Background: an optimization exercise with open tools, aiming at small area, a short achievable clock period and few clock cycles per item. Do not read the settings as production practice.
At most, simulation tests tie the RTL to the original design; equivalence was not proved.
No functional check of the RTL was part of runs 4 and 5.
In every run shown here, the design's own scripts or RTL, not TritonCTS, make the clock network.
The flow treats the clock pin as an ideal source. Dropping or thinning the clock tree relies on that and would not hold on a real chip.
Power is estimated from default activity; no workload was simulated.

[flow/constraint.sdc]
create_clock -name core_clock -period 8.0 [get_ports {clk}]
set_input_delay 1.6000 -clock core_clock [delete_from_list [all_inputs] [get_ports {clk}]]
set_output_delay 1.6000 -clock core_clock [all_outputs]
set_load 0.01 [all_outputs]
[flow/design.v]
module glyph_rounder (
    input  wire       clk,
    input  wire       rst,         
    input  wire       in_valid,
    output wire       in_ready,
    input  wire [7:0] in_data,
    output wire       out_valid,
    input  wire       out_ready,
    output wire [7:0] out_data
);
    reg [7:0] a [0:8];
    reg [6:0] up;
    reg [2:0] rcv;           
    reg       a0v;           
    reg [2:0] j;             
    reg       pend;          
    reg       newrow;        
    reg       pv;            
    reg [2:0] pcr;
    reg [5:0] rem;           
    reg       inv_a;         
    reg       inv_b;         
    reg [7:0] obuf, skid;
    reg       ov, sv;
    reg       rdy;           
    assign in_ready  = rdy;
    assign out_valid = ov;
    assign out_data  = obuf;
    wire upper    = pend & ~sv;                 
    wire lower    = a0v & (~pend | ~sv);        
    wire rdy_i    = ~a0v | ~pend | ~sv;         
    wire [2:0] kin = rcv - {2'd0, a0v};         
    wire complete = lower & (rcv == 3'd0);      
    wire top      = (j == 3'd0);
    wire bot      = (j == 3'd7);
    wire [6:0] b0  = a[0][6:0];
    wire       s1  = b0[0] ^ b0[1] ^ b0[2];
    wire       c1  = (b0[0] & b0[1]) | (b0[0] & b0[2]) | (b0[1] & b0[2]);
    wire       s2  = b0[3] ^ b0[4] ^ b0[5];
    wire       c2  = (b0[3] & b0[4]) | (b0[3] & b0[5]) | (b0[4] & b0[5]);
    wire       s3  = s1 ^ s2 ^ b0[6];
    wire       c3  = (s1 & s2) | (s1 & b0[6]) | (s2 & b0[6]);
    wire [2:0] pc  = {(c1 & c2) | (c1 & c3) | (c2 & c3), c1 ^ c2 ^ c3, s3};
    wire       plast  = pv & (newrow ? (rcv == 3'd1) : (rcv == 3'd0));
    wire [5:0] rem_n  = rem - {3'd0, pcr};
    wire       inv_c  = rem[5] | (rem == 6'd0) |
                        ((rem[4:3] == 2'd0) & (pcr >= rem[2:0]));
    wire       cnew   = plast & top;                
    wire       inv    = cnew ? inv_c : inv_a;
    wire [6:0] ctr = a[8][6:0];
    wire [8:0] hp  = {inv, ctr, inv};               
    wire [6:0] uu  = top ? {7{inv}} : up;
    wire [6:0] dd  = bot ? {7{inv}} : a[7][6:0];
    wire [6:0] cor = (hp[8:2] ^ hp[6:0]) & (uu ^ dd);
    wire [7:0] row_out = {a[8][7], (ctr & ~cor) | ({7{inv}} & cor)};
    wire [8:1] en;
    genvar gp;
    generate
        for (gp = 1; gp < 9; gp = gp + 1) begin : g_en
            assign en[gp] = lower | (upper & (gp > kin));
        end
    endgenerate
    wire       do_lower;
    wire [2:0] rcv_n;
    wire       a0v_n, ofree, skid_en, ov_n, sv_n, rdy_n;
    wire       pend_n = complete | (pend & ~(upper & bot));
    wire [2:0] j_n    = complete ? 3'd0 : j + {2'd0, upper};
    glyph_rounder_late u_late (
        .in_valid  (in_valid),
        .out_ready (out_ready),
        .rdy_i     (rdy_i),
        .rcv       (rcv),
        .rcv_inc   (rcv + 3'd1),
        .a0v_keep  (a0v & ~lower),
        .pend_n    (pend_n),
        .ov        (ov),
        .sv        (sv),
        .consume   (upper),
        .do_lower  (do_lower),
        .rcv_n     (rcv_n),
        .a0v_n     (a0v_n),
        .ofree     (ofree),
        .skid_en   (skid_en),
        .ov_n      (ov_n),
        .sv_n      (sv_n),
        .rdy_n     (rdy_n)
    );
    integer p;
    always @(posedge clk) begin
        if (do_lower)
            a[0] <= in_data;
        for (p = 1; p < 9; p = p + 1)
            if (en[p])
                a[p] <= a[p - 1];
        if (upper)
            up <= ctr;
        pcr <= pc;
        if (plast && !(pend && top))
            inv_b <= inv_c;
        if (cnew)
            inv_a <= inv_c;
        else if (complete)
            inv_a <= plast ? inv_c : inv_b;
        if (ofree)
            obuf <= sv ? skid : row_out;
        if (skid_en)
            skid <= row_out;
    end
    always @(posedge clk) begin
        if (rst) begin
            rcv    <= 3'd0;
            a0v    <= 1'b0;
            j      <= 3'd0;
            pend   <= 1'b0;
            newrow <= 1'b0;
            pv     <= 1'b0;
            rem    <= 6'd29;
            ov     <= 1'b0;
            sv     <= 1'b0;
            rdy    <= 1'b1;
        end else begin
            rcv    <= rcv_n;
            a0v    <= a0v_n;
            j      <= j_n;
            pend   <= pend_n;
            newrow <= do_lower;
            pv     <= newrow;
            if (plast)
                rem <= 6'd29;
            else if (pv)
                rem <= rem_n;
            ov     <= ov_n;
            sv     <= sv_n;
            rdy    <= rdy_n;
        end
    end
endmodule
module glyph_rounder_late (
    input  wire       in_valid,
    input  wire       out_ready,
    input  wire       rdy_i,
    input  wire [2:0] rcv,
    input  wire [2:0] rcv_inc,
    input  wire       a0v_keep,
    input  wire       pend_n,
    input  wire       ov,
    input  wire       sv,
    input  wire       consume,
    output wire       do_lower,   
    output wire [2:0] rcv_n,
    output wire       a0v_n,
    output wire       ofree,      
    output wire       skid_en,    
    output wire       ov_n,
    output wire       sv_n,
    output wire       rdy_n
);
    assign do_lower = in_valid & rdy_i;
    assign rcv_n    = do_lower ? rcv_inc : rcv;
    assign a0v_n    = do_lower | a0v_keep;
    assign ofree    = ~ov | out_ready;
    assign skid_en  = ov & ~out_ready & consume;
    assign ov_n     = sv | consume | (ov & ~out_ready);
    assign sv_n     = ov & ~out_ready & (sv | consume);
    assign rdy_n    = ~a0v_n | ~pend_n | ~sv_n;
endmodule
[flow/flow/mcts.tcl]
proc mcts_build {} {
  set K [expr {[info exists ::env(MCTS_K)] ? $::env(MCTS_K) : 4}]
  set cell [expr {[info exists ::env(MCTS_BUF)] ? $::env(MCTS_BUF) : "sky130_fd_sc_hd__clkbuf_16"}]
  set block [ord::get_db_block]
  set master [[ord::get_db] findMaster $cell]
  set clk [$block findNet clk]
  set sinks {}
  foreach it [$clk getITerms] {
    if {[[$it getMTerm] getSigType] eq "CLOCK" || [[$it getMTerm] getName] eq "CLK"} {
      set xy [$it getAvgXY]
      lappend sinks [list [lindex $xy 1] [lindex $xy 2] $it]
    }
  }
  # split into K groups: halves by x, then by y
  set groups [list $sinks]
  set dim 0
  while {[llength $groups] < $K} {
    set ng {}
    foreach g $groups {
      set s [lsort -real -index $dim $g]
      set h [expr {[llength $s] / 2}]
      lappend ng [lrange $s 0 [expr {$h - 1}]] [lrange $s $h end]
    }
    set groups $ng
    set dim [expr {1 - $dim}]
  }
  set k 0
  foreach g $groups {
    set sx 0; set sy 0
    foreach s $g { set sx [expr {$sx + [lindex $s 0]}]; set sy [expr {$sy + [lindex $s 1]}] }
    set n [llength $g]
    set cx [expr {int($sx / $n)}]; set cy [expr {int($sy / $n)}]
    set inst [odb::dbInst_create $block $master "mcts_buf_$k"]
    $inst setLocation $cx $cy
    $inst setPlacementStatus PLACED
    set net [odb::dbNet_create $block "mcts_net_$k"]
    $net setSigType CLOCK
    foreach s $g {
      set it [lindex $s 2]
      $it disconnect
      $it connect $net
    }
    [$inst findITerm X] connect $net
    [$inst findITerm A] connect $clk
    incr k
  }
  puts "mcts: $K buffers of $cell for [llength $sinks] clock pins"
}
[flow/config.mk]
export PLATFORM = sky130hd
export DESIGN_NAME = glyph_rounder
export DESIGN_NICKNAME = glyph_rounder
export VERILOG_FILES = /design/flow/design.v
export SDC_FILE = /design/flow/constraint.sdc
export NUM_CORES = 4
export LEC_CHECK = 0
export ABC_AREA = 1
export CAP_MARGIN = 20
export CORE_MARGIN = 2
export CORE_UTILIZATION = 40
export PLACE_DENSITY = 0.6
export SETUP_SLACK_MARGIN = 5.0
export SLEW_MARGIN = 20
export SYNTH_HIERARCHICAL = 1
export SYNTH_MINIMUM_KEEP_SIZE = 0
[flow/standard.sh]
#!/bin/bash
# synth_recipe.tcl (not shown) runs the flow's synth.tcl, then flattens the netlist and writes it again
# the make line also repeats each setting of config.mk as NAME=value (left out here)
make -C /OpenROAD-flow-scripts/flow DESIGN_CONFIG=/design/flow/config.mk WORK_HOME=/design/flow/orfs CLKGATE_MAP_FILE= SYNTH_SCRIPT=/design/flow/synth_recipe.tcl "${@:-finish}"
[flow/flow/run.sh]
#!/bin/bash
# Standard ORFS layout (the standard.sh) with these changes:
#  - port buffers of sky130_fd_sc_hd__buf_2,
#  - a tighter repair_timing target (SETUP_SLACK_MARGIN),
#  - the clock tree built by flow/mcts.tcl: the clock port drives four
#    clkbuf_16, each driving the clock pins of one quarter of the registers.
# Make's output goes to flow_make.log; each ORFS step keeps its own log
# under orfs/logs/.
set -euo pipefail
here=$(pwd)
export MCTS_K=4
export MCTS_BUF=sky130_fd_sc_hd__clkbuf_16
bash standard.sh finish \
    "BUFFER_PORTS_ARGS=-buffer_cell sky130_fd_sc_hd__buf_2" \
    SETUP_SLACK_MARGIN=5.7 \
    "PRE_CTS_TCL=$here/flow/pre_cts.tcl" \
    > flow_make.log 2>&1
[flow/flow/pre_cts.tcl]
# Sourced by ORFS's cts step before clock_tree_synthesis (PRE_CTS_TCL).
# Swaps clock_tree_synthesis for the balanced one-level tree of mcts.tcl;
# the rest of the cts step (placement legalisation, repair_timing) runs as
# usual.
source [file join [file dirname [info script]] mcts.tcl]
rename clock_tree_synthesis orfs_clock_tree_synthesis
proc clock_tree_synthesis {args} {
  mcts_build
  set_propagated_clock [all_clocks]
}
==> impl_metrics.csv, run 1 <==
group,metric,value,unit
run_status,status,"no timing/DRC/antenna violations",
floorplanning,die_w,114,um
floorplanning,die_area,0.0131,sq mm
power_and_ir_drop,p_seq_frac,0.659,
clocking,postCtsHoldBufs,0,
critical_path,crit_path_max_fanout,1,
worst_hold_path,whs_path_depth,0,
power_and_ir_drop,p_leak,2.20,nW
yosys,syn_nets,439,
yosys,synthFlopType,"edfxtp_1",
placed_design,place_inst,573,
yosys,synth-edff-count,97,
power_and_ir_drop,p_int,892,uW
detailed_routing,vias,2722,
power_and_ir_drop,clockPowerShare,0.205,
final_layout,final_nets,468,
yosys,synthArstFlopShare,0,
flow_run,max_cap_violations,0,
timing,fin_worst_skew,0.00796,ns
timing,finalMaxSlewViolations,0,
floorplanning,core,0.0120,sq mm
final_layout,insertedDiodeCount,0,
critical_path,rrSetupSlack,5.86,ns
yosys,synth_area_leaders,"edfxtp_1, dfxtp_1, nand2_1",
detailed_routing,dr.pass1.iters,4,
yosys,syn_inst,409,
detailed_routing,drt_iter0_drc,107,
timing,fin_crit_sh,0.288,
global_route,grt_pass1_vias,2661,
yosys,synth.distinct_cells,32,
timing,relSlewSlack,0.509,
final_layout,final_cells,583,
yosys,synthTopCellsByCount,"edfxtp_1, nand2_1, inv_1",
detailed_routing,postRouteAntennaNets,0,
power_and_ir_drop,power.total,1.16,mW
timing,fmaxAchievable,0.435,GHz
critical_path,crit_arrival,0.70,ns
yosys,yosys_warnings,8,
yosys,synth_top_area_frac,0.599,
final_layout,fin_util,0.451,
placed_design,place_hpwl,5300,um
critical_path,crit_family,"flip-flops",
critical_path,slowest_stage,"edfxtp_1",
yosys,ys_seq_area_frac,0.689,
timing,setup-violations-final,0,
floorplanning,row_count,40,
timing,post-route-min-period,2.30,ns
power_and_ir_drop,combPwrFrac,0.136,
power_and_ir_drop,peakVddDrop,114,uV
global_route,grt_max_degree,31,
timing,final_hold_viol_count,0,
power_and_ir_drop,powerDensity,215,mW/mm^2
worst_hold_path,hp-class,"reg2reg",
global_route,grtUsageTotal,0.111,
critical_path,reg2reg_depth,15,
power_and_ir_drop,swShare,0.231,
critical_path,startpoint_type,"flip-flop",
critical_path,cp_cell_sequence,"buf_2",
critical_path,rr_endpoint,"skid[3]",
floorplanning,die_h,114,um
detailed_routing,drc_errors,0,
floorplanning,pin_count,22,
yosys,synth_area_per_cell,11.9,sq um
detailed_routing,wirelength,7110,um
clocking,clock_latency,0.17,ns
final_layout,drive_gt1_frac,0.154,
global_route,grt_pass1_wl,12000,um
critical_path,crit_buf_inv,1,
floorplanning,start_util,0.407,
worst_hold_path,min_to,"a[5][3]",
detailed_routing,wire_per_inst,12.2,um
yosys,netlist_area,0.00487,sq mm
critical_path,path_depth,1,
critical_path,r2r-start,"pcr[2]",
placed_design,port_buffers,21,
detailed_routing,viasPerCell,4.67,
critical_path,critPathKind,"reg2out",
timing,setup-tns-final,0,ns
critical_path,cp_slowest_stage_delay,0.38,ns
power_and_ir_drop,switching_power,268,uW
global_route,grt_overflow,0,
worst_hold_path,min_from,"a[4][3]",
critical_path,required,6.40,ns
timing,tightest_slew,0.731,ns
final_layout,area_growth,10.9,%
yosys,synth_top_area_cell,"edfxtp_1",
critical_path,cp-end-kind,"output port",
clocking,clk_pin_slew,0.11,ns
global_route,antenna_found_initial,0,
placed_design,gp_congestion,0.742,
yosys,ys_seq_elements,119,
timing,grt_setup_unrepaired,"true",
==> cell families after synthesis <==
family / Yosys count / synth area share
flip-flops: 119 / 0.689
XOR/XNOR: 9 / 0.0162
AND/OR/NAND/NOR: 176 / 0.163
buffers and inverters: 66 / 0.0545
adder cells (fa/ha/maj): 18 / 0.0540
AO/OA/AOI/OAI: 21 / 0.0237
==> power by group through the flow <==
| stage | sequential [mW] | clock (mW) | combinational, mW |
|---|---|---|---|
| 2_1_floorplan | 0.778 | 0 | 0.104 |
| 3_3_place_gp | 0.778 | 0 | 0.142 |
| 3_5_place_dp | 0.781 | 0 | 0.146 |
| 4_1_cts | 0.766 | 0.246 | 0.150 |
| 5_1_grt | 0.772 | 0.264 | 0.182 |
| 6_report | 0.765 | 0.238 | 0.157 |
==> stage by stage <==
step | hold slack (ns) | instance area, sq um | setup WS (ns)
after floorplan | 0.400 | 4880 | 5.72
after global placement | 0.401 | 5140 | 5.50
after detailed placement | 0.405 | 5140 | 5.33
after CTS | 0.428 | 5280 | 5.62
after global routing | 0.438 | 5400 | 5.67
final | 0.428 | 5400 | 5.70
==> metal layers <==
layer | up-vias | share of wire | wire (um) | track usage
li1 | 1402 | - | - | -
met1 | 1262 | 0.43 | 3030 | 0.140
met2 | 51 | 0.52 | 3730 | 0.211
met3 | 7 | 0.030 | 214 | 0.00688
met4 | 0 | 0.019 | 133 | 0.0187
met5 | - | 0 | 0 | 0
==> state kept, by name (all words and copies together) (netlist names) <==
register	count
a	72
rdy	1
inv_b	1
up	7
rcv	3
skid	8
obuf	8
pcr	3
newrow	1
pv	1
ov	1
inv_a	1
j	3
pend	1
a0v	1
rem	6
sv	1
==> per-module statistics from Yosys, one instance, submodules excluded <==
| module | times used | cell area (sq um) | cells |
|---|---|---|---|
| glyph_rounder | 1 | 4770 | 386 |
| glyph_rounder_late | 1 | 95.1 | 23 |
==> worst register-to-register path, delay by kind of cell, from the launching register on <==
kind                       cells  cell delay [ns]
and+or+nand+nor               11             0.98
adders and majority gates      1             0.28
buffers and inverters          3             0.31
DFF                            1             0.35
==> cell usage in the layout, fill, tap and decap left out, types with 5 or more instances in the layout <==
cell      instances
edfxtp_1         97
nand2_1          95
inv_1            55
nor2_1           25
buf_2            21
dfxtp_1          18
nand3_1          17
ha_1             12
nand4_1          11
xor2_1            8
and2_1            6
buf_4             6
a21oi_1           5
nand2_2           5
fa_1              5
==> timing repair <==
| item | CTS | global route |
|---|---|---|
| pin swaps | 0 | 3 |
| cloned | 0 | 0 |
| endpoints found under the hold margin | 0 | 0 |
| setup buffers | 0 | 6 |
| gates resized for setup | 11 | 16 |
| endpoints found under the setup margin | 53 | 66 |
==> cell type report <==
class / instances / area, sq um
repair buffers: 27 / 150
plain buffers: 4 / 100
multi-input cells: 224 / 1360
inverters: 62 / 241
well taps: 147 / 184
fillers: 1080 / 6560
flip-flops and latches: 119 / 3360
==> worst max-delay path by stage <==
stage / endpoint / from / slack, ns
finish: out_data[6] / obuf[6] / 5.70
global placement: a[1][1] / rcv[0] / 5.50
global route: out_data[5] / obuf[5] / 5.67
CTS: a[7][1] / rcv[0] / 5.62
detailed placement: a[1][1] / rcv[0] / 5.33
floorplan: rdy / out_ready / 5.72
Testbench counts, summed over its fixed seeds: cycles 25,680, items 3,200.
==> run 2, diff against run 1 <==
--- a/flow/config.mk
+++ b/flow/config.mk
@@ -10,4 +10,5 @@
 export CORE_MARGIN = 2
 export CORE_UTILIZATION = 40
+export GPL_TIMING_DRIVEN = 1
 export PLACE_DENSITY = 0.6
 export SETUP_SLACK_MARGIN = 5.0
==> impl_metrics.csv, run 2 <==
group,metric,value,unit
yosys,synth_area_leaders,"edfxtp_1, dfxtp_1, nand2_1",
placed_design,port_buffers,21,
yosys,synth_compound_area_frac,0.0237,
final_layout,largestRegisters,"a x72, obuf x8, skid x8",
detailed_routing,vias,2722,
critical_path,rr_endpoint,"skid[3]",
critical_path,reg2reg_depth,15,
placed_design,place_hpwl,5300,um
global_route,grtUsageTotal,0.111,
final_layout,final_common_cell,"edfxtp_1",
timing,final_hold_viol_count,0,
timing,setup-violations-final,0,
global_route,use_met3,0.00688,
final_layout,final_cell_mix,"edfxtp_1, nand2_1, inv_1",
yosys,yosys_warnings,8,
yosys,ys_seq_area_frac,0.689,
timing,post-route-min-period,2.30,ns
critical_path,r2r-start,"pcr[2]",
timing,fmaxAchievable,0.435,GHz
detailed_routing,wire_per_inst,12.2,um
critical_path,crit_buf_inv,1,
final_layout,area_growth,10.9,%
critical_path,slowest_stage,"edfxtp_1",
critical_path,startpoint_type,"flip-flop",
clocking,postCtsHoldBufs,0,
yosys,synth_top_area_cell,"edfxtp_1",
detailed_routing,drc_errors,0,
global_route,grt_overflow,0,
yosys,synth-simple-area-share,0.163,
final_layout,fillers,1080,
timing,relSlewSlack,0.509,
power_and_ir_drop,p_leak,2.20,nW
timing,hold_ws,0.428,ns
global_route,busiest_layer,"met2",
power_and_ir_drop,p_int,892,uW
power_and_ir_drop,combPwrFrac,0.136,
detailed_routing,dr.pass1.iters,4,
critical_path,crit_path_max_fanout,1,
critical_path,cp_cell_sequence,"buf_2",
yosys,synth_top_family_by_area,"simple AND/OR/NAND/NOR gates",
detailed_routing,viasPerCell,4.67,
clocking,clock_latency,0.17,ns
yosys,synth.distinct_cells,32,
power_and_ir_drop,switching_power,268,uW
yosys,ys_seq_elements,119,
floorplanning,die_h,114,um
critical_path,critPathKind,"reg2out",
global_route,use_met2,0.211,
yosys,synthTopCellsByCount,"edfxtp_1, nand2_1, inv_1",
detailed_routing,postRouteAntennaNets,0,
detailed_routing,wirelength,7110,um
global_route,grt_pass1_wl,12000,um
power_and_ir_drop,clockPowerShare,0.205,
critical_path,cp_slowest_stage_delay,0.38,ns
final_layout,largest_reg_flops,72,
timing,fin_crit_sh,0.288,
floorplanning,pin_count,22,
final_layout,drive_gt1_frac,0.154,
worst_hold_path,min_to,"a[5][3]",
yosys,synthFlopType,"edfxtp_1",
yosys,synth_area_per_cell,11.9,sq um
flow_run,max_cap_violations,0,
timing,grt_setup_unrepaired,"true",
yosys,synth-edff-count,97,
floorplanning,row_count,40,
power_and_ir_drop,swShare,0.231,
yosys,syn_inst,409,
yosys,synth_xor_area_frac,0.0162,
power_and_ir_drop,power.total,1.16,mW
worst_hold_path,whs_path_depth,0,
power_and_ir_drop,powerDensity,215,mW/mm^2
final_layout,regMostFlops,"a",
yosys,synthArstFlopShare,0,
critical_path,rrSetupSlack,5.86,ns
yosys,synth-adder-area-share,0.0540,
critical_path,crit_arrival,0.70,ns
timing,fin_worst_skew,0.00796,ns
critical_path,required,6.40,ns
global_route,grt_max_degree,31,
timing,setup-tns-final,0,ns
power_and_ir_drop,p_seq_frac,0.659,
floorplanning,start_util,0.407,
timing,tightest_slew,0.731,ns
timing,finalMaxSlewViolations,0,
yosys,synth_top_area_frac,0.599,
power_and_ir_drop,peakVddDrop,114,uV
floorplanning,core,0.0120,sq mm
final_layout,final_nets,468,
floorplanning,die_area,0.0131,sq mm
critical_path,cp-end-kind,"output port",
global_route,globalRouteMet1Util,0.140,
global_route,grt_pass1_vias,2661,
placed_design,gp_congestion,0.742,
yosys,netlist_area,0.00487,sq mm
floorplanning,die_w,114,um
critical_path,crit_family,"flip-flops",
worst_hold_path,hp-class,"reg2reg",
final_layout,insertedDiodeCount,0,
detailed_routing,drt_iter0_drc,107,
yosys,syn_nets,439,
yosys,synth_mux_area_frac,0,
global_route,antenna_found_initial,0,
clocking,clk_pin_slew,0.11,ns
worst_hold_path,min_from,"a[4][3]",
run_status,status,"no timing/DRC/antenna violations",
-- run 2: worst max-delay path by stage --
stage          slack (ns)  cells after the start      start     endpoint
4_1_cts              5.62                      7     rcv[0]      a[7][1]
3_3_place_gp         5.50                      7     rcv[0]      a[1][1]
2_1_floorplan        5.72                      5  out_ready          rdy
3_5_place_dp         5.33                      7     rcv[0]      a[1][1]
5_1_grt              5.67                      1    obuf[5]  out_data[5]
6_report             5.70                      1    obuf[6]  out_data[6]
-- run 2: power groups by stage --
stage               registers (mW)  clock network [mW]  logic (mW)
detailed placement           0.781                   0       0.146
floorplan                    0.778                   0       0.104
CTS                          0.766               0.246       0.150
global route                 0.772               0.264       0.182
global placement             0.778                   0       0.142
finish                       0.765               0.238       0.157
-- run 2: area by class of cell --
| cell class | instances | area, sq um | area share |
|---|---|---|---|
| sequential | 119 | 3360 | 0.622 |
| multi-input combinational | 224 | 1360 | 0.253 |
| timing repair buffer | 27 | 150 | 0.0278 |
| buffer | 4 | 100 | 0.0185 |
| tap | 147 | 184 | 0.0341 |
| inverter | 62 | 241 | 0.0447 |
-- run 2: what timing repair did --
item | 4_1_cts | 5_1_grt
endpoints found under the setup margin | 53 | 66
hold endpoints to repair | 0 | 0
buffers inserted | 0 | 6
gates resized for setup | 11 | 16
pin swaps | 0 | 3
-- run 2: per-module statistics from Yosys (local to each module, per instance) --
module              cell area (sq um)  cells inside  times used
glyph_rounder                    4770           386           1
glyph_rounder_late               95.1            23           1
-- run 2: kinds of logic (layout without fill, tap and decap cells) --
| family | Yosys count | in the layout |
|---|---|---|
| adder cells (fa/ha/maj) | 18 | 18 |
| flip-flops | 119 | 119 |
| buffers and inverters | 66 | 93 |
| XOR/XNOR | 9 | 9 |
| AND/OR/NAND/NOR | 176 | 176 |
| AO/OA/AOI/OAI | 21 | 21 |
-- run 2: routing by layer --
metal / part of all wire / routed length, um
met5: 0 / 0
met1: 0.43 / 3030
met3: 0.030 / 214
met2: 0.52 / 3730
met4: 0.019 / 133
-- run 2: metrics by stage --
| stage | worst slack (ns) | cell area, sq um | utilization | instances |
|---|---|---|---|---|
| 3_3_place_gp | 5.50 | 5140 | 0.430 | 573 |
| 6_report | 5.70 | 5400 | 0.451 | 583 |
| 4_1_cts | 5.62 | 5280 | 0.442 | 577 |
| 2_1_floorplan | 5.72 | 4880 | - | 409 |
| 3_5_place_dp | 5.33 | 5140 | 0.430 | 573 |
| 5_1_grt | 5.67 | 5400 | 0.451 | 583 |
==> run 3, diff against run 2 <==
--- a/flow/config.mk
+++ b/flow/config.mk
@@ -7,11 +7,10 @@
 export LEC_CHECK = 0
 export ABC_AREA = 1
-export CAP_MARGIN = 20
+export CAP_MARGIN = 5
 export CORE_MARGIN = 2
 export CORE_UTILIZATION = 40
-export GPL_TIMING_DRIVEN = 1
 export PLACE_DENSITY = 0.6
 export SETUP_SLACK_MARGIN = 5.0
-export SLEW_MARGIN = 20
+export SLEW_MARGIN = 5
 export SYNTH_HIERARCHICAL = 1
 export SYNTH_MINIMUM_KEEP_SIZE = 0
==> impl_metrics.csv, run 3 <==
group,metric,value,unit
run_status,status,"no timing/DRC/antenna violations",
detailed_routing,viasPerCell,4.67,
detailed_routing,drt_iter0_drc,107,
yosys,synth-edff-count,97,
timing,finalMaxSlewViolations,0,
detailed_routing,dr.pass1.iters,4,
timing,fin_worst_skew,0.00796,ns
global_route,grt_max_degree,31,
timing,relSlewSlack,0.232,
yosys,syn_inst,409,
detailed_routing,drc_errors,0,
critical_path,slowest_stage,"edfxtp_1",
worst_hold_path,hp-class,"reg2reg",
clocking,clock_latency,0.17,ns
critical_path,crit_buf_inv,1,
yosys,synth_top_area_frac,0.599,
critical_path,cp_cell_sequence,"buf_2",
critical_path,cp_slowest_stage_delay,0.38,ns
timing,post-route-min-period,2.30,ns
yosys,ys_seq_elements,119,
placed_design,gp_congestion,0.742,
yosys,synth_area_per_cell,11.9,sq um
critical_path,critPathKind,"reg2out",
critical_path,cp-end-kind,"output port",
floorplanning,die_w,114,um
global_route,grt_overflow,0,
floorplanning,start_util,0.407,
power_and_ir_drop,peakVddDrop,114,uV
floorplanning,die_h,114,um
detailed_routing,postRouteAntennaNets,0,
timing,setup-violations-final,0,
placed_design,port_buffers,21,
final_layout,final_common_cell,"edfxtp_1",
yosys,synthArstFlopShare,0,
global_route,grtUsageTotal,0.111,
final_layout,regMostFlops,"a",
timing,tightest_slew,1.14,ns
detailed_routing,vias,2722,
critical_path,crit_family,"flip-flops",
timing,fin_crit_sh,0.288,
yosys,netlist_area,0.00487,sq mm
global_route,grt_pass1_vias,2661,
yosys,syn_nets,439,
yosys,ys_seq_area_frac,0.689,
critical_path,startpoint_type,"flip-flop",
floorplanning,core,0.0120,sq mm
clocking,clk_pin_slew,0.11,ns
final_layout,largest_reg_flops,72,
floorplanning,die_area,0.0131,sq mm
floorplanning,pin_count,22,
final_layout,final_cells,583,
placed_design,place_hpwl,5300,um
clocking,postCtsHoldBufs,0,
detailed_routing,wire_per_inst,12.2,um
floorplanning,row_count,40,
critical_path,required,6.40,ns
yosys,synth.distinct_cells,32,
yosys,synth_area_leaders,"edfxtp_1, dfxtp_1, nand2_1",
final_layout,insertedDiodeCount,0,
final_layout,drive_gt1_frac,0.154,
final_layout,largestRegisters,"a x72, obuf x8, skid x8",
power_and_ir_drop,powerDensity,215,mW/mm^2
placed_design,place_inst,573,
final_layout,final_cell_mix,"edfxtp_1, nand2_1, inv_1",
yosys,synth_top_area_cell,"edfxtp_1",
flow_run,max_cap_violations,0,
critical_path,crit_arrival,0.70,ns
critical_path,crit_path_max_fanout,1,
timing,grt_setup_unrepaired,"true",
global_route,grt_pass1_wl,12000,um
yosys,yosys_warnings,8,
yosys,synthFlopType,"edfxtp_1",
timing,fmaxAchievable,0.435,GHz
final_layout,area_growth,10.9,%
timing,setup-tns-final,0,ns
yosys,synthTopCellsByCount,"edfxtp_1, nand2_1, inv_1",
timing,final_hold_viol_count,0,
final_layout,final_nets,468,
power_and_ir_drop,p_leak,2.20,nW
detailed_routing,wirelength,7110,um
global_route,antenna_found_initial,0,
[run 3: cell counts after synthesis]
Identical to the previous run, type by type.
[run 3: routing by layer]
metal / up-vias / track usage / wire, um
met3: 7 / 0.00688 / 214
met1: 1262 / 0.140 / 3030
met2: 51 / 0.211 / 3730
met4: 0 / 0.0187 / 133
met5: - / 0 / 0
li1: 1402 / - / -
[run 3: per-module statistics from Yosys, one instance, submodules excluded]
module              copies in the design  cells inside
glyph_rounder                          1           386
glyph_rounder_late                     1            23
[run 3: final timing paths]
kind	startpoint	endpoint	slack (ns)	depth (start not counted)
setup reg to reg	pcr[2]	skid[3]	5.86	15
setup / recovery	obuf[6]	out_data[6]	5.70	1
hold reg to reg	a[4][3]	a[5][3]	0.43	0
hold / removal	a[4][3]	a[5][3]	0.43	0
[run 3: layout make-up]
type	instances	area (sq um)
inverter	62	241
timing repair buffer	27	150
multi-input combinational	224	1360
fill	1080	6560
sequential	119	3360
buffer	4	100
tap	147	184
[run 3: where the power goes]
group	switching [mW]	total (mW)	internal (mW)
combinational	0.0993	0.157	0.0580
sequential	0.0236	0.765	0.741
clock	0.145	0.238	0.0929
[run 3: logic make-up after synthesis]
group	count (synthesis)	synth area share
compound gates	21	0.0237
simple gates	176	0.163
xor+xnor	9	0.0162
flops	119	0.689
fa+ha+maj	18	0.0540
buf+inv	66	0.0545
[run 3: metrics by stage]
| step | setup WS, ns | power [mW] | utilization | hold slack (ns) | instance area [sq um] |
|---|---|---|---|---|---|
| 6_report | 5.70 | 1.16 | 0.451 | 0.428 | 5400 |
| 2_1_floorplan | 5.72 | 0.882 | - | 0.400 | 4880 |
| 4_1_cts | 5.62 | 1.16 | 0.442 | 0.428 | 5280 |
| 3_5_place_dp | 5.33 | 0.927 | 0.430 | 0.405 | 5140 |
| 3_3_place_gp | 5.50 | 0.921 | 0.430 | 0.401 | 5140 |
| 5_1_grt | 5.67 | 1.22 | 0.451 | 0.438 | 5400 |
[run 3: what timing repair did]
| item | in CTS | in global routing |
|---|---|---|
| setup buffers | 0 | 6 |
| pin swaps | 0 | 3 |
| endpoints found under the hold margin | 0 | 0 |
| setup endpoints to repair | 53 | 72 |
| cloned | 0 | 0 |
| resized for setup | 11 | 16 |
==> run 4, diff against run 3 <==
--- a/flow/design.v
+++ b/flow/design.v
@@ -30,5 +30,4 @@
     wire lower    = a0v & (~pend | ~sv);        
     wire rdy_i    = ~a0v | ~pend | ~sv;         
-    wire [2:0] kin = rcv - {2'd0, a0v};         
     wire complete = lower & (rcv == 3'd0);      
     wire top      = (j == 3'd0);
@@ -54,9 +53,11 @@
     wire [6:0] cor = (hp[8:2] ^ hp[6:0]) & (uu ^ dd);
     wire [7:0] row_out = {a[8][7], (ctr & ~cor) | ({7{inv}} & cor)};
-    wire [8:1] en;
+    wire [8:1] en, gt;
     genvar gp;
     generate
         for (gp = 1; gp < 9; gp = gp + 1) begin : g_en
-            assign en[gp] = lower | (upper & (gp > kin));
+            assign gt[gp] = a0v ? ((rcv == 3'd0) ? (gp == 8) : (gp >= rcv))
+                                : (gp > rcv);
+            assign en[gp] = lower | (upper & gt[gp]);
         end
     endgenerate
--- a/flow/flow/run.sh
+++ b/flow/flow/run.sh
@@ -13,5 +13,5 @@
 bash standard.sh finish \
     "BUFFER_PORTS_ARGS=-buffer_cell sky130_fd_sc_hd__buf_2" \
-    SETUP_SLACK_MARGIN=5.7 \
+    SETUP_SLACK_MARGIN=5.6 \
     "PRE_CTS_TCL=$here/flow/pre_cts.tcl" \
     > flow_make.log 2>&1
--- a/flow/config.mk
+++ b/flow/config.mk
@@ -7,10 +7,10 @@
 export LEC_CHECK = 0
 export ABC_AREA = 1
-export CAP_MARGIN = 5
+export CAP_MARGIN = 20
 export CORE_MARGIN = 2
 export CORE_UTILIZATION = 40
 export PLACE_DENSITY = 0.6
 export SETUP_SLACK_MARGIN = 5.0
-export SLEW_MARGIN = 5
+export SLEW_MARGIN = 20
 export SYNTH_HIERARCHICAL = 1
 export SYNTH_MINIMUM_KEEP_SIZE = 0
==> impl_metrics.csv, run 4 <==
group,metric,value,unit
run_status,status,"no timing/DRC/antenna violations",
critical_path,cp_cell_sequence,"buf_2",
floorplanning,die_w,115,um
yosys,ys_seq_elements,119,
global_route,antenna_found_initial,0,
final_layout,fin_util,0.455,
critical_path,cp-end-kind,"output port",
floorplanning,core,0.0120,sq mm
timing,post-route-min-period,2.30,ns
timing,hold_ws,0.417,ns
critical_path,required,6.40,ns
critical_path,crit_path_max_fanout,2,
final_layout,final_nets,484,
yosys,synth.most_common_cell,"nand2_1",
placed_design,dpl_cell_area,0.00518,sq mm
worst_hold_path,min_from,"a[1][5]",
final_layout,final_common_cell,"nand2_1",
detailed_routing,wirelength,7560,um
yosys,synth_top_area_cell,"edfxtp_1",
timing,relSlewSlack,0.437,
placed_design,place_ws,4.87,ns
yosys,synthTopCellsByCount,"nand2_1, edfxtp_1, inv_1",
placed_design,port_buffers,21,
power_and_ir_drop,peakVddDrop,178,uV
critical_path,critPathKind,"reg2out",
flow_run,max_cap_violations,0,
placed_design,place_inst,585,
worst_hold_path,hp-class,"reg2reg",
floorplanning,row_count,40,
yosys,synth_area_leaders,"edfxtp_1, dfxtp_1, nand2_1",
final_layout,fillers,1133,
critical_path,cp_slowest_stage_delay,0.38,ns
power_and_ir_drop,p_leak,2.23,nW
power_and_ir_drop,powerDensity,209,mW/mm^2
timing,layout_setup_ws,5.70,ns
floorplanning,die_h,115,um
final_layout,largest_reg_flops,72,
yosys,synth_top_area_frac,0.592,
final_layout,final_cells,600,
floorplanning,die_area,0.0132,sq mm
yosys,yosys_warnings,8,
placed_design,gp_congestion,0.846,
clocking,clock_latency,0.17,ns
detailed_routing,wire_per_inst,12.6,um
timing,setup-tns-final,0,ns
clocking,clk_pin_slew,0.11,ns
yosys,synthArstFlopShare,0,
global_route,grt_max_degree,31,
critical_path,cp-startpoint,"ov",
final_layout,multi_input_area,0.00139,sq mm
power_and_ir_drop,combPwrFrac,0.134,
floorplanning,start_util,0.410,
global_route,grt_pass1_wl,12500,um
final_layout,area_growth,11.0,%
critical_path,crit_buf_inv,1,
final_layout,final_cell_mix,"nand2_1, edfxtp_1, inv_1",
power_and_ir_drop,power.total,1.14,mW
timing,setup-violations-final,0,
yosys,synth-edff-count,97,
final_layout,final_area,0.00546,sq mm
critical_path,r2r-start,"rcv[0]",
yosys,netlist_area,0.00492,sq mm
global_route,grt_overflow,0,
detailed_routing,viasPerCell,4.81,
critical_path,slowest_stage,"dfxtp_1",
yosys,syn_inst,421,
detailed_routing,drt_iter0_drc,131,
yosys,synthFlopType,"edfxtp_1",
yosys,ys_seq_area_frac,0.681,
timing,fin_crit_sh,0.287,
power_and_ir_drop,swShare,0.226,
power_and_ir_drop,p_seq_frac,0.662,
detailed_routing,postRouteAntennaNets,0,
yosys,syn_nets,450,
final_layout,drive_gt1_frac,0.143,
detailed_routing,drc_errors,0,
timing,tightest_slew,0.823,ns
global_route,grtUsageTotal,0.115,
timing,fin_worst_skew,0.0143,ns
detailed_routing,vias,2884,
power_and_ir_drop,switching_power,258,uW
yosys,synth_area_per_cell,11.7,sq um
global_route,grt_pass1_vias,2787,
timing,fmaxAchievable,0.436,GHz
final_layout,insertedDiodeCount,0,
placed_design,place_hpwl,5460,um
yosys,synth.distinct_cells,32,
timing,finalMaxSlewViolations,0,
critical_path,crit_family,"flip-flops",
critical_path,crit_arrival,0.70,ns
final_layout,regMostFlops,"a",
power_and_ir_drop,p_int,883,uW
timing,grt_setup_unrepaired,"true",
final_layout,largestRegisters,"a x72, obuf x8, skid x8",
floorplanning,pin_count,22,
final_layout,seq_area,0.00336,sq mm
timing,final_hold_viol_count,0,
detailed_routing,dr.pass1.iters,4,
power_and_ir_drop,clockPowerShare,0.204,
critical_path,startpoint_type,"flip-flop",
==> run 4: cell count changes after synthesis, sizes merged, moves of 2 or more <==
cell,before,now
nand2,103,111
o21bai,0,2
nand3,21,19
o311ai,0,2
xor2,8,6
a21boi,0,2
inv,58,63
nor2,30,26
a21oi,8,11
==> run 4: layout make-up <==
class	instances	area share
buffer	4	0.0183
multi-input combinational	233	0.255
timing repair buffer	31	0.0330
sequential	119	0.615
inverter	66	0.0453
tap	147	0.0337
==> run 4: kinds of logic (layout without fill, tap and decap cells) <==
| group | count (synthesis) | count (layout) | share of synthesized area |
|---|---|---|---|
| AO/OA/AOI/OAI | 29 | 29 | 0.0364 |
| adder cells (fa/ha/maj) | 17 | 17 | 0.0509 |
| buffers and inverters | 70 | 101 | 0.0564 |
| AND/OR/NAND/NOR | 178 | 179 | 0.161 |
| XOR/XNOR | 8 | 8 | 0.0142 |
| flip-flops | 119 | 119 | 0.681 |
==> run 4: timing repair <==
item,in CTS,in global routing
pin swaps,0,3
resized for setup,6,15
hold buffers,0,0
setup buffers,0,10
cloned,0,1
setup endpoints to repair,60,32
==> run 4: modules after synthesis (local to each module, per instance) <==
module              cells  flip-flops and latches  times used  area [sq um]
glyph_rounder         398                     119           1          4830
glyph_rounder_late     23                       0           1          95.1
==> run 4: path summary, 6_finish.rpt <==
kind / endpoint / slack (ns) / depth (start not counted)
min reg2reg: a[2][5] / 0.42 / 0
min: a[2][5] / 0.42 / 0
max: out_valid / 5.70 / 1
max reg2reg: skid[1] / 5.75 / 12
==> run 4: layer usage <==
layer	global-route usage	routed length [um]	part of all wire
met1	0.148	3410	0.45
met2	0.213	3740	0.49
met3	0.00580	238	0.031
met4	0.0249	173	0.023
met5	0	0	0
==> run 4: power by group through the flow <==
stage / combinational (mW) / clock, mW / sequential (mW)
finish: 0.153 / 0.233 / 0.755
CTS: 0.138 / 0.243 / 0.755
detailed placement: 0.136 / 0 / 0.770
floorplan: 0.0973 / 0 / 0.766
global placement: 0.132 / 0 / 0.768
global route: 0.178 / 0.259 / 0.762
==> run 5, diff against run 4 <==
--- a/flow/flow/run.sh
+++ b/flow/flow/run.sh
@@ -13,5 +13,5 @@
 bash standard.sh finish \
     "BUFFER_PORTS_ARGS=-buffer_cell sky130_fd_sc_hd__buf_2" \
-    SETUP_SLACK_MARGIN=5.6 \
+    SETUP_SLACK_MARGIN=5.7 \
     "PRE_CTS_TCL=$here/flow/pre_cts.tcl" \
     > flow_make.log 2>&1
==> impl_metrics.csv, run 5 <==
group,metric,value,unit
critical_path,cp_slowest_stage_delay,0.37,ns
critical_path,cp-startpoint,"obuf[7]",
yosys,netlist_area,0.00492,sq mm
timing,final_hold_viol_count,0,
global_route,grt_pass1_wl,12300,um
final_layout,largest_reg_flops,72,
timing,fin_crit_sh,0.285,
run_status,status,"no timing/DRC/antenna violations",
clocking,clock_latency,0.17,ns
critical_path,required,6.40,ns
yosys,synth_area_leaders,"edfxtp_1, dfxtp_1, nand2_1",
detailed_routing,wire_per_inst,12.5,um
power_and_ir_drop,p_leak,2.20,nW
clocking,clk_pin_slew,0.11,ns
critical_path,crit_path_max_fanout,1,
timing,tightest_slew,0.779,ns
global_route,antenna_found_initial,0,
timing,fin_worst_skew,0.0126,ns
detailed_routing,drt_iter0_drc,169,
final_layout,largestRegisters,"a x72, obuf x8, skid x8",
yosys,synthTopCellsByCount,"nand2_1, edfxtp_1, inv_1",
placed_design,place_hpwl,5400,um
critical_path,startpoint_type,"flip-flop",
critical_path,slowest_stage,"edfxtp_1",
worst_hold_path,whs_path_depth,0,
final_layout,regMostFlops,"a",
worst_hold_path,min_from,"a[4][7]",
floorplanning,die_h,115,um
power_and_ir_drop,peakVddDrop,114,uV
final_layout,final_cell_mix,"edfxtp_1, nand2_1, inv_1",
final_layout,seq_area,0.00336,sq mm
floorplanning,core,0.0120,sq mm
critical_path,cp-end-kind,"output port",
timing,fmaxAchievable,0.438,GHz
power_and_ir_drop,powerDensity,209,mW/mm^2
yosys,synth-edff-count,97,
timing,post-route-min-period,2.28,ns
floorplanning,pin_count,22,
final_layout,insertedDiodeCount,0,
yosys,yosys_warnings,8,
critical_path,critPathKind,"reg2out",
global_route,grt_pass1_vias,2706,
yosys,synth_mux_area_frac,0,
final_layout,final_nets,476,
critical_path,reg2reg_depth,12,
detailed_routing,dr.pass1.iters,4,
detailed_routing,postRouteAntennaNets,0,
final_layout,final_common_cell,"edfxtp_1",
global_route,grtUsageTotal,0.111,
critical_path,r2r-start,"rcv[0]",
timing,layout_setup_ws,5.72,ns
placed_design,gp_congestion,0.941,
yosys,syn_inst,421,
floorplanning,die_w,115,um
critical_path,crit_family,"flip-flops",
critical_path,crit_buf_inv,1,
detailed_routing,drc_errors,0,
global_route,grt_overflow,0,
critical_path,path_depth,1,
yosys,synth-simple-area-share,0.161,
timing,setup-tns-final,0,ns
yosys,syn_nets,450,
detailed_routing,wirelength,7380,um
detailed_routing,viasPerCell,4.79,
yosys,synth-adder-area-share,0.0509,
placed_design,port_buffers,21,
floorplanning,start_util,0.410,
worst_hold_path,hp-class,"reg2reg",
yosys,synth.most_common_cell,"nand2_1",
yosys,synthArstFlopShare,0,
timing,grt_setup_unrepaired,"true",
flow_run,max_cap_violations,0,
clocking,postCtsHoldBufs,0,
critical_path,crit_arrival,0.68,ns
yosys,ys_seq_elements,119,
timing,setup-violations-final,0,
global_route,grt_max_degree,31,
yosys,synth.distinct_cells,32,
floorplanning,die_area,0.0132,sq mm
yosys,synth_compound_area_frac,0.0364,
yosys,synth_top_area_frac,0.592,
yosys,synth_top_family_by_area,"simple AND/OR/NAND/NOR gates",
yosys,synth_area_per_cell,11.7,sq um
critical_path,cp_cell_sequence,"buf_2",
floorplanning,row_count,40,
yosys,synth_top_area_cell,"edfxtp_1",
final_layout,area_growth,11.1,%
final_layout,fillers,1123,
final_layout,drive_gt1_frac,0.157,
timing,relSlewSlack,0.467,
yosys,synthFlopType,"edfxtp_1",
timing,finalMaxSlewViolations,0,
placed_design,place_ws,5.21,ns
yosys,ys_seq_area_frac,0.681,
detailed_routing,vias,2837,
final_layout,multi_input_area,0.00146,sq mm
yosys,synth_xor_area_frac,0.0142,
-- run 5: cell counts after synthesis --
No cell type changed its count.
-- run 5: cells by family (layout without fill, tap and decap cells) --
| family | Yosys count | after routing |
|---|---|---|
| compound gates | 29 | 29 |
| xor+xnor | 8 | 8 |
| simple gates | 178 | 180 |
| fa+ha+maj | 17 | 17 |
| flops | 119 | 119 |
| buf+inv | 70 | 92 |
-- run 5: power by group --
group | internal (mW) | switching (mW) | total [mW]
Combinational | 0.0552 | 0.0952 | 0.150
Clock | 0.0928 | 0.143 | 0.236
Sequential | 0.731 | 0.0232 | 0.754
-- run 5: routing by layer --
layer	wire length [um]	global-route usage
met5	0	0
met4	117	0.0153
met3	279	0.00633
met2	3620	0.202
met1	3360	0.151
-- run 5: path summary, 6_finish.rpt --
kind         slack, ns          end
min               0.42      a[5][7]
max               5.72  out_data[7]
min reg2reg       0.42      a[5][7]
max reg2reg       5.80      skid[0]
-- run 5: final cells by class --
cell class	instances	share of cell area
Tap cell	147	0.0337
Sequential cell	119	0.616
Inverter	66	0.0453
Buffer	4	0.0183
Multi-Input combinational cell	234	0.266
Timing Repair Buffer	22	0.0206
-- run 5: worst register-to-register path, delay by kind of cell, from the launching register on --
family	cells	cell delay, ns
compound gates	1	0.16
fa+ha+maj	1	0.21
flops	1	0.39
buf+inv	2	0.15
simple gates	8	1.07
-- run 5: what timing repair did --
item                                    CTS  global route
endpoints found under the setup margin   47            39
pin swaps                                 0             6
hold endpoints to repair                  0             0
gates cloned                              0             2
setup buffers                             0             1
resized for setup                        11            26
-- run 5: modules after synthesis, one instance, submodules excluded --
module | copies in the design | cell area (sq um) | cells inside | flip-flops and latches
glyph_rounder | 1 | 4830 | 398 | 119
glyph_rounder_late | 1 | 95.1 | 23 | 0
-- run 5: metrics by stage --
step	total power, mW	utilization	cells	area, sq um	hold slack, ns
finish	1.14	0.455	592	5470	0.423
global route	1.19	0.455	592	5470	0.431
detailed placement	0.905	0.433	585	5190	0.405
CTS	1.14	0.444	589	5340	0.425
floorplan	0.864	-	421	4940	0.400
global placement	0.900	0.433	585	5190	0.401
==> run 6, diff against run 5 <==
--- a/flow/design.v
+++ b/flow/design.v
@@ -30,4 +30,5 @@
     wire lower    = a0v & (~pend | ~sv);        
     wire rdy_i    = ~a0v | ~pend | ~sv;         
+    wire [2:0] kin = rcv - {2'd0, a0v};         
     wire complete = lower & (rcv == 3'd0);      
     wire top      = (j == 3'd0);
@@ -53,11 +54,9 @@
     wire [6:0] cor = (hp[8:2] ^ hp[6:0]) & (uu ^ dd);
     wire [7:0] row_out = {a[8][7], (ctr & ~cor) | ({7{inv}} & cor)};
-    wire [8:1] en, gt;
+    wire [8:1] en;
     genvar gp;
     generate
         for (gp = 1; gp < 9; gp = gp + 1) begin : g_en
-            assign gt[gp] = a0v ? ((rcv == 3'd0) ? (gp == 8) : (gp >= rcv))
-                                : (gp > rcv);
-            assign en[gp] = lower | (upper & gt[gp]);
+            assign en[gp] = lower | (upper & (gp > kin));
         end
     endgenerate
--- a/flow/flow/run.sh
+++ b/flow/flow/run.sh
@@ -13,5 +13,5 @@
 bash standard.sh finish \
     "BUFFER_PORTS_ARGS=-buffer_cell sky130_fd_sc_hd__buf_2" \
-    SETUP_SLACK_MARGIN=5.7 \
+    SETUP_SLACK_MARGIN=5.68 \
     "PRE_CTS_TCL=$here/flow/pre_cts.tcl" \
     > flow_make.log 2>&1
--- a/flow/config.mk
+++ b/flow/config.mk
@@ -9,6 +9,6 @@
 export CAP_MARGIN = 20
 export CORE_MARGIN = 2
-export CORE_UTILIZATION = 40
-export PLACE_DENSITY = 0.6
+export CORE_UTILIZATION = 50
+export PLACE_DENSITY = 0.7
 export SETUP_SLACK_MARGIN = 5.0
 export SLEW_MARGIN = 20
==> impl_metrics.csv, run 6 <==
group,metric,value,unit
critical_path,crit_buf_inv,1,
detailed_routing,dr.pass1.iters,4,
critical_path,cp_slowest_stage_delay,0.37,ns
critical_path,r2r-start,"sv",
floorplanning,row_count,36,
yosys,synth_top_area_frac,0.599,
critical_path,critPathCapture,"out_data[2]",
final_layout,regMostFlops,"a",
yosys,synth.distinct_cells,32,
final_layout,insertedDiodeCount,0,
detailed_routing,drt_iter0_drc,88,
critical_path,crit_path_max_fanout,1,
timing,finalMaxSlewViolations,0,
flow_run,max_cap_violations,0,
critical_path,startpoint_type,"flip-flop",
final_layout,largestRegisters,"a x72, obuf x8, skid x8",
critical_path,reg2reg_depth,7,
yosys,synthFlopType,"edfxtp_1",
critical_path,crit_family,"flip-flops",
critical_path,required,6.40,ns
floorplanning,core,0.00959,sq mm
critical_path,crit_arrival,0.68,ns
yosys,yosys_warnings,8,
placed_design,gp_congestion,0.818,
yosys,synth_top_area_cell,"edfxtp_1",
yosys,synth_area_per_cell,11.9,sq um
timing,hold_ws,0.421,ns
critical_path,rr_endpoint,"j[2]",
critical_path,slowest_stage,"edfxtp_1",
final_layout,final_cells,573,
power_and_ir_drop,peakVddDrop,142,uV
yosys,synthTopCellsByCount,"edfxtp_1, nand2_1, inv_1",
yosys,ys_seq_area_frac,0.689,
final_layout,largest_reg_flops,72,
detailed_routing,vias,2806,
power_and_ir_drop,p_leak,2.22,nW
final_layout,fin_util,0.564,
run_status,status,"no timing/DRC/antenna violations",
detailed_routing,drc_errors,0,
yosys,synth-edff-count,97,
final_layout,final_nets,472,
timing,final_hold_viol_count,0,
timing,relSlewSlack,0.527,
placed_design,dpl_cell_area,0.00511,sq mm
yosys,syn_inst,409,
detailed_routing,postRouteAntennaNets,0,
floorplanning,pin_count,22,
timing,tightest_slew,0.705,ns
critical_path,critPathKind,"reg2out",
final_layout,final_area,0.00542,sq mm
final_layout,area_growth,11.3,%
placed_design,place_inst,559,
timing,fmaxAchievable,0.438,GHz
final_layout,final_cell_mix,"edfxtp_1, nand2_1, inv_1",
timing,fin_crit_sh,0.285,
placed_design,port_buffers,21,
detailed_routing,wire_per_inst,12.9,um
floorplanning,start_util,0.507,
placed_design,place_ws,5.09,ns
yosys,ys_seq_elements,119,
global_route,grt_max_degree,31,
clocking,postCtsHoldBufs,0,
detailed_routing,viasPerCell,4.90,
floorplanning,die_w,103,um
global_route,antenna_found_initial,0,
final_layout,final_common_cell,"edfxtp_1",
global_route,grt_overflow,0,
floorplanning,die_area,0.0105,sq mm
placed_design,place_hpwl,5430,um
timing,layout_setup_ws,5.72,ns
power_and_ir_drop,powerDensity,215,mW/mm^2
yosys,synthArstFlopShare,0,
detailed_routing,wirelength,7370,um
timing,setup-tns-final,0,ns
global_route,grt_pass1_vias,2664,
timing,post-route-min-period,2.28,ns
final_layout,drive_gt1_frac,0.159,
yosys,netlist_area,0.00487,sq mm
floorplanning,die_h,103,um
clocking,clock_latency,0.17,ns
final_layout,fillers,806,
global_route,grt_pass1_wl,12100,um
yosys,synth_area_leaders,"edfxtp_1, dfxtp_1, nand2_1",
timing,setup-violations-final,0,
critical_path,cp_cell_sequence,"buf_2",
worst_hold_path,whs_path_depth,0,
global_route,grtUsageTotal,0.139,
critical_path,cp-startpoint,"obuf[2]",
critical_path,cp-end-kind,"output port",
power_and_ir_drop,power.total,1.16,mW
worst_hold_path,hp-class,"reg2reg",
timing,fin_worst_skew,0.0113,ns
clocking,clk_pin_slew,0.11,ns
critical_path,path_depth,1,
timing,grt_setup_unrepaired,"true",
yosys,syn_nets,439,
critical_path,rrSetupSlack,5.81,ns
## run 6: cell count changes after synthesis, sizes merged, moves of 2 or more
cell / previous run / this run
o21bai: 2 / 0
inv: 63 / 58
xor2: 6 / 8
a21oi: 11 / 8
a21boi: 2 / 0
o311ai: 2 / 0
nand3: 19 / 21
nand2: 111 / 103
nor2: 26 / 30
## run 6: cell type report
| type | instances | area, sq um | area share |
|---|---|---|---|
| Tap cell | 133 | 166 | 0.0307 |
| Timing Repair Buffer | 31 | 193 | 0.0356 |
| Buffer | 4 | 100 | 0.0185 |
| Sequential cell | 119 | 3360 | 0.620 |
| Inverter | 62 | 238 | 0.0439 |
| Multi-Input combinational cell | 224 | 1360 | 0.251 |
## run 6: worst min-delay path by stage
stage                       start      end  slack, ns
final                     a[4][1]  a[5][1]       0.42
after global routing      a[7][7]  a[8][7]       0.44
after detailed placement  a[1][1]  a[2][1]       0.40
after floorplan           a[0][7]  a[1][7]       0.40
after global placement    a[6][7]  a[7][7]       0.40
after CTS                 a[5][4]  a[6][4]       0.43
## run 6: logic make-up (layout without fill, tap and decap cells)
group,count (synthesis),count (layout),synth area share
xor+xnor,9,9,0.0162
flops,119,119,0.689
simple gates,176,176,0.163
fa+ha+maj,18,18,0.0540
compound gates,21,21,0.0237
buf+inv,66,97,0.0545
## run 6: per-module statistics from Yosys, one instance, submodules excluded
module              flip-flops and latches  cells
glyph_rounder                          119    386
glyph_rounder_late                       0     23
## run 6: repair_timing
action	in CTS	in global routing
setup endpoints to repair	58	69
buffers inserted	0	10
gates resized for setup	12	15
pin swaps	1	4
## run 6: report_power, final
| group | leakage (nW) | total, mW | switching, mW | internal (mW) |
|---|---|---|---|---|
| clock | 0.0493 | 0.234 | 0.141 | 0.0928 |
| sequential | 1.11 | 0.766 | 0.0241 | 0.741 |
| combinational | 1.06 | 0.165 | 0.103 | 0.0619 |
| total | 2.22 | 1.16 | 0.268 | 0.896 |
## run 6: metal layers
metal,vias up,share of wire,global-route usage
met5,-,0,0
met4,0,0.016,0.0226
met3,8,0.027,0.00814
met2,48,0.53,0.265
met1,1338,0.43,0.178
li1,1412,-,-
Testbench counts of run 6, summed over its fixed seeds: cycles 25,680, items 3,200.
==> run 7, diff against run 6 <==
--- a/flow/config.mk
+++ b/flow/config.mk
@@ -9,6 +9,6 @@
 export CAP_MARGIN = 20
 export CORE_MARGIN = 2
-export CORE_UTILIZATION = 50
-export PLACE_DENSITY = 0.7
+export CORE_UTILIZATION = 30
+export PLACE_DENSITY = 0.5
 export SETUP_SLACK_MARGIN = 5.0
 export SLEW_MARGIN = 20
==> impl_metrics.csv, run 7 <==
group,metric,value,unit
yosys,synth_compound_area_frac,0.0237,
global_route,antenna_found_initial,0,
global_route,use_met2,0.156,
critical_path,crit_path_max_fanout,1,
yosys,ys_seq_area_frac,0.689,
global_route,use_met3,0.00502,
floorplanning,die_h,131,um
yosys,synthFlopType,"edfxtp_1",
final_layout,final_nets,473,
placed_design,port_buffers,21,
placed_design,gp_congestion,0.747,
critical_path,rr_endpoint,"obuf[2]",
clocking,clock_latency,0.17,ns
global_route,grt_max_degree,31,
yosys,synth_area_per_cell,11.9,sq um
yosys,synth_xor_area_frac,0.0162,
detailed_routing,dr.pass1.iters,4,
flow_run,max_cap_violations,0,
global_route,busiest_layer,"met2",
detailed_routing,drt_iter0_drc,168,
final_layout,final_common_cell,"edfxtp_1",
final_layout,seq_area,0.00336,sq mm
global_route,grt_pass1_vias,2695,
yosys,netlist_area,0.00487,sq mm
detailed_routing,wire_per_inst,11.6,um
yosys,synthArstFlopShare,0,
timing,final_hold_viol_count,0,
critical_path,r2r-start,"pcr[2]",
yosys,yosys_warnings,8,
yosys,synth-adder-area-share,0.0540,
critical_path,crit_buf_inv,1,
final_layout,area_growth,14.2,%
floorplanning,pin_count,22,
timing,grt_setup_unrepaired,"true",
final_layout,fillers,1562,
timing,post-route-min-period,2.28,ns
run_status,status,"no timing/DRC/antenna violations",
global_route,globalRouteMet1Util,0.108,
final_layout,insertedDiodeCount,0,
yosys,synth_top_area_cell,"edfxtp_1",
detailed_routing,drc_errors,0,
final_layout,multi_input_area,0.00141,sq mm
timing,relSlewSlack,0.515,
critical_path,startpoint_type,"flip-flop",
critical_path,cp-end-kind,"output port",
critical_path,crit_arrival,0.68,ns
timing,finalMaxSlewViolations,0,
critical_path,required,6.40,ns
yosys,syn_inst,409,
final_layout,regMostFlops,"a",
global_route,grt_pass1_wl,12500,um
critical_path,critPathKind,"reg2out",
floorplanning,core,0.0159,sq mm
timing,setup-violations-final,0,
worst_hold_path,whs_path_depth,0,
detailed_routing,viasPerCell,4.19,
critical_path,cp_cell_sequence,"buf_2",
yosys,syn_nets,439,
critical_path,slowest_stage,"edfxtp_1",
yosys,synth-edff-count,97,
final_layout,final_cell_mix,"edfxtp_1, nand2_1, inv_1",
worst_hold_path,min_to,"a[6][1]",
final_layout,largest_reg_flops,72,
detailed_routing,wirelength,7610,um
critical_path,crit_family,"flip-flops",
critical_path,rrSetupSlack,5.88,ns
global_route,grtUsageTotal,0.0832,
timing,setup-tns-final,0,ns
timing,tightest_slew,0.723,ns
critical_path,cp_slowest_stage_delay,0.37,ns
power_and_ir_drop,power.total,1.17,mW
detailed_routing,vias,2756,
power_and_ir_drop,powerDensity,210,mW/mm^2
timing,fin_crit_sh,0.286,
worst_hold_path,hp-class,"reg2reg",
yosys,ys_seq_elements,119,
final_layout,drive_gt1_frac,0.179,
yosys,synth.distinct_cells,32,
yosys,synth_mux_area_frac,0,
power_and_ir_drop,peakVddDrop,106,uV
yosys,synth-simple-area-share,0.163,
detailed_routing,postRouteAntennaNets,0,
floorplanning,die_w,131,um
yosys,synth_area_leaders,"edfxtp_1, dfxtp_1, nand2_1",
floorplanning,start_util,0.306,
floorplanning,row_count,46,
final_layout,largestRegisters,"a x72, obuf x8, skid x8",
placed_design,place_hpwl,5370,um
yosys,synth_top_area_frac,0.599,
clocking,postCtsHoldBufs,0,
clocking,clk_pin_slew,0.11,ns
yosys,synth_top_family_by_area,"simple AND/OR/NAND/NOR gates",
floorplanning,die_area,0.0173,sq mm
timing,fin_worst_skew,0.00772,ns
worst_hold_path,min_from,"a[5][1]",
power_and_ir_drop,p_leak,2.22,nW
yosys,synthTopCellsByCount,"edfxtp_1, nand2_1, inv_1",
critical_path,reg2reg_depth,13,
timing,fmaxAchievable,0.438,GHz
global_route,grt_overflow,0,
## run 7: worst max-delay path by stage
stage	from	to	slack, ns	cells past startpoint
6_report	obuf[7]	out_data[7]	5.72	1
5_1_grt	pcr[2]	obuf[0]	5.67	16
4_1_cts	rcv[0]	a[6][2]	5.56	7
3_5_place_dp	rcv[0]	a[2][7]	5.18	7
3_3_place_gp	rcv[0]	a[1][1]	5.23	7
2_1_floorplan	rcv[0]	a[1][0]	5.57	7
## run 7: cell families (layout without fill, tap and decap cells)
family	count (synthesis)	count (layout)
AO/OA/AOI/OAI	21	21
buffers and inverters	66	96
flip-flops	119	119
adder cells (fa/ha/maj)	18	18
XOR/XNOR	9	9
AND/OR/NAND/NOR	176	178
## run 7: cell type report
class | count | share of cell area
Timing Repair Buffer | 30 | 0.0318
Inverter | 62 | 0.0435
Tap cell | 216 | 0.0486
Buffer | 4 | 0.0180
Multi-Input combinational cell | 226 | 0.253
Sequential cell | 119 | 0.605
## run 7: modules after synthesis, one instance, submodules excluded
| module | copies in the design | cells | area (sq um) |
|---|---|---|---|
| glyph_rounder | 1 | 386 | 4770 |
| glyph_rounder_late | 1 | 23 | 95.1 |
## run 7: timing repair
item / 4_1_cts / 5_1_grt
setup buffers: 0 / 9
endpoints found under the setup margin: 59 / 68
cloned: 0 / 2
resized for setup: 11 / 27
pin swaps: 1 / 5
endpoints found under the hold margin: 0 / 0
## run 7: metal layers
| layer | routed length, um | share of wire | up-vias |
|---|---|---|---|
| met5 | 0 | 0 | - |
| met1 | 3230 | 0.42 | 1280 |
| met3 | 245 | 0.032 | 7 |
| met4 | 119 | 0.016 | 0 |
| met2 | 4020 | 0.53 | 52 |
| li1 | - | - | 1417 |
## run 7: per-stage QoR
step	cell area (sq um)	hold WS [ns]	util	worst slack [ns]	std cells
2_1_floorplan	4870	0.400	-	5.57	409
3_3_place_gp	5220	0.401	0.328	5.23	642
3_5_place_dp	5220	0.405	0.328	5.18	642
4_1_cts	5360	0.423	0.337	5.56	646
5_1_grt	5560	0.430	0.350	5.67	657
6_report	5560	0.420	0.350	5.72	657
## run 7: power breakdown
group	internal, mW	switching, mW
Combinational	0.0611	0.104
Sequential	0.741	0.0222
Clock	0.0930	0.147
Total	0.895	0.274
## run 7: worst register-to-register path, stage by stage, from the launching register on
cell and delay, ns:
dfxtp_1 0.35, inv_1 0.07, ha_4 0.26, a21oi_1 0.15, nand2_1 0.08, nand2_2 0.11
nand3_4 0.16, nand3_4 0.18, buf_4 0.13, nand2_1 0.04, nand2_1 0.07, nand4_1 0.11
nand3_1 0.11, nand2_1 0.07
==> run 8, diff against run 7 <==
==> flow/flow/run.sh (replaced) <==
#!/bin/bash
# Standard ORFS layout (the standard.sh) with these changes:
#  - port buffers of sky130_fd_sc_hd__buf_4,
#  - a tighter repair_timing target (SETUP_SLACK_MARGIN),
#  - the clock tree built by flow/mcts.tcl: the clock port drives four
#    clkbuf_16, each driving the clock pins of one quarter of the registers.
# Make's output goes to flow_make.log; each ORFS step keeps its own log
# under orfs/logs/.
set -euo pipefail
here=$(pwd)
export MCTS_K=4
export MCTS_BUF=sky130_fd_sc_hd__clkbuf_16
bash standard.sh finish \
    "BUFFER_PORTS_ARGS=-buffer_cell sky130_fd_sc_hd__buf_4" \
    SETUP_SLACK_MARGIN=5.7 \
    "PRE_CTS_TCL=$here/flow/pre_cts.tcl" \
    > flow_make.log 2>&1
--- a/flow/config.mk
+++ b/flow/config.mk
@@ -9,6 +9,6 @@
 export CAP_MARGIN = 20
 export CORE_MARGIN = 2
-export CORE_UTILIZATION = 30
-export PLACE_DENSITY = 0.5
+export CORE_UTILIZATION = 40
+export PLACE_DENSITY = 0.6
 export SETUP_SLACK_MARGIN = 5.0
 export SLEW_MARGIN = 20
==> impl_metrics.csv, run 8 <==
group,metric,value,unit
final_layout,final_cell_mix,"edfxtp_1, nand2_1, inv_1",
timing,fin_worst_skew,0.0146,ns
yosys,ys_seq_elements,119,
clocking,postCtsHoldBufs,0,
timing,setup-violations-final,0,
critical_path,cp_cell_sequence,"buf_6",
timing,post-route-min-period,2.31,ns
floorplanning,row_count,40,
clocking,clock_latency,0.17,ns
yosys,synthTopCellsByCount,"edfxtp_1, nand2_1, inv_1",
global_route,globalRouteMet1Util,0.133,
floorplanning,die_area,0.0131,sq mm
timing,fmaxAchievable,0.433,GHz
timing,grt_setup_unrepaired,"true",
critical_path,critPathKind,"reg2out",
critical_path,rr_endpoint,"skid[5]",
detailed_routing,drc_errors,0,
placed_design,place_ws,5.36,ns
power_and_ir_drop,p_seq_frac,0.653,
global_route,grt_max_degree,31,
global_route,grt_pass1_vias,2720,
final_layout,final_area,0.00552,sq mm
run_status,status,"no timing/DRC/antenna violations",
yosys,synth_top_area_frac,0.599,
critical_path,slowest_stage,"edfxtp_1",
global_route,antenna_found_initial,0,
global_route,grtUsageTotal,0.109,
yosys,yosys_warnings,8,
detailed_routing,wirelength,7020,um
yosys,syn_inst,409,
yosys,synth_top_area_cell,"edfxtp_1",
critical_path,cp-end-kind,"output port",
timing,relSlewSlack,0.528,
timing,layout_setup_ws,5.69,ns
critical_path,crit_buf_inv,1,
detailed_routing,wire_per_inst,12.0,um
power_and_ir_drop,powerDensity,213,mW/mm^2
yosys,synthFlopType,"edfxtp_1",
critical_path,r2r-start,"pcr[2]",
detailed_routing,viasPerCell,4.65,
critical_path,crit_arrival,0.71,ns
floorplanning,die_h,114,um
power_and_ir_drop,p_int,907,uW
yosys,synthArstFlopShare,0,
global_route,use_met3,0.00582,
critical_path,cp_slowest_stage_delay,0.41,ns
placed_design,place_hpwl,5200,um
power_and_ir_drop,switching_power,269,uW
global_route,busiest_layer,"met2",
critical_path,crit_path_max_fanout,1,
power_and_ir_drop,swShare,0.229,
placed_design,dpl_cell_area,0.00519,sq mm
placed_design,gp_congestion,0.738,
timing,fin_crit_sh,0.289,
final_layout,largestRegisters,"a x72, obuf x8, skid x8",
critical_path,startpoint_type,"flip-flop",
clocking,clk_pin_slew,0.11,ns
timing,finalMaxSlewViolations,0,
power_and_ir_drop,clockPowerShare,0.201,
final_layout,area_growth,13.4,%
final_layout,fillers,1091,
critical_path,rrSetupSlack,5.86,ns
yosys,ys_seq_area_frac,0.689,
global_route,use_met2,0.215,
detailed_routing,postRouteAntennaNets,0,
global_route,grt_pass1_wl,12000,um
detailed_routing,drt_iter0_drc,130,
placed_design,port_buffers,21,
yosys,synth_area_per_cell,11.9,sq um
yosys,syn_nets,439,
yosys,synth-edff-count,97,
run 8: changes by cell type in the layout (fill, tap and decap cells not counted), sizes merged:
| cell | change |
|---|---|
| nand3 | -2 |
run 8: worst max path at each step:
stage | slack [ns] | to | start | cells after the start
2_1_floorplan | 5.72 | rdy | out_ready | 5
3_3_place_gp | 5.50 | a[1][1] | rcv[0] | 7
3_5_place_dp | 5.36 | a[1][2] | rcv[0] | 7
4_1_cts | 5.67 | out_data[6] | obuf[6] | 1
5_1_grt | 5.66 | out_data[2] | obuf[2] | 1
6_report | 5.69 | out_data[6] | obuf[6] | 1
run 8: kinds of logic after synthesis:
family,Yosys count,share of synthesized area
buffers and inverters,66,0.0545
AOI/OAI and AO/OA,21,0.0237
adders and majority gates,18,0.0540
DFF,119,0.689
and+or+nand+nor,176,0.163
xor gates and xnor gates,9,0.0162
run 8: per-module statistics from Yosys, one instance, submodules excluded:
| module | flip-flops and latches | cell area (sq um) |
|---|---|---|
| glyph_rounder | 119 | 4770 |
| glyph_rounder_late | 0 | 95.1 |
run 8: metrics by stage:
stage               std cells  hold slack (ns)
global route              586            0.429
detailed placement        573            0.405
global placement          573            0.401
CTS                       577            0.424
floorplan                 409            0.400
finish                    586            0.419
run 8: cell type report:
| cell class | count | area (sq um) | area share |
|---|---|---|---|
| Multi-Input combinational cell | 224 | 1370 | 0.248 |
| Timing Repair Buffer | 30 | 268 | 0.0485 |
| Inverter | 62 | 241 | 0.0438 |
| Buffer | 4 | 100 | 0.0181 |
| Tap cell | 147 | 184 | 0.0333 |
| Sequential cell | 119 | 3360 | 0.609 |
run 8: repair_timing:
| item | 4_1_cts | 5_1_grt |
|---|---|---|
| pin swaps | 0 | 5 |
| setup endpoints to repair | 56 | 75 |
| setup buffers | 0 | 9 |
| gates resized for setup | 20 | 16 |
run 8: power groups by stage:
stage | clock network (mW) | registers, mW | logic (mW)
CTS | 0.250 | 0.767 | 0.161
finish | 0.237 | 0.767 | 0.172
floorplan | 0 | 0.778 | 0.104
global route | 0.266 | 0.775 | 0.197
global placement | 0 | 0.779 | 0.149
detailed placement | 0 | 0.781 | 0.151
run 8: per-layer routing:
layer  part of all wire  vias to the layer above
li1                   -                     1406
met2               0.53                       33
met5                  0                        -
met3              0.023                        7
met1               0.43                     1280
met4              0.016                        0

Check on run 8: ideal ports give 5.688 ns setup slack; a clkbuf_16 on the clock port and buf_2 on the inputs give 5.612 ns; moving port delays by the midpoint clock arrival (0.240 ns) as well gives 5.576 ns.
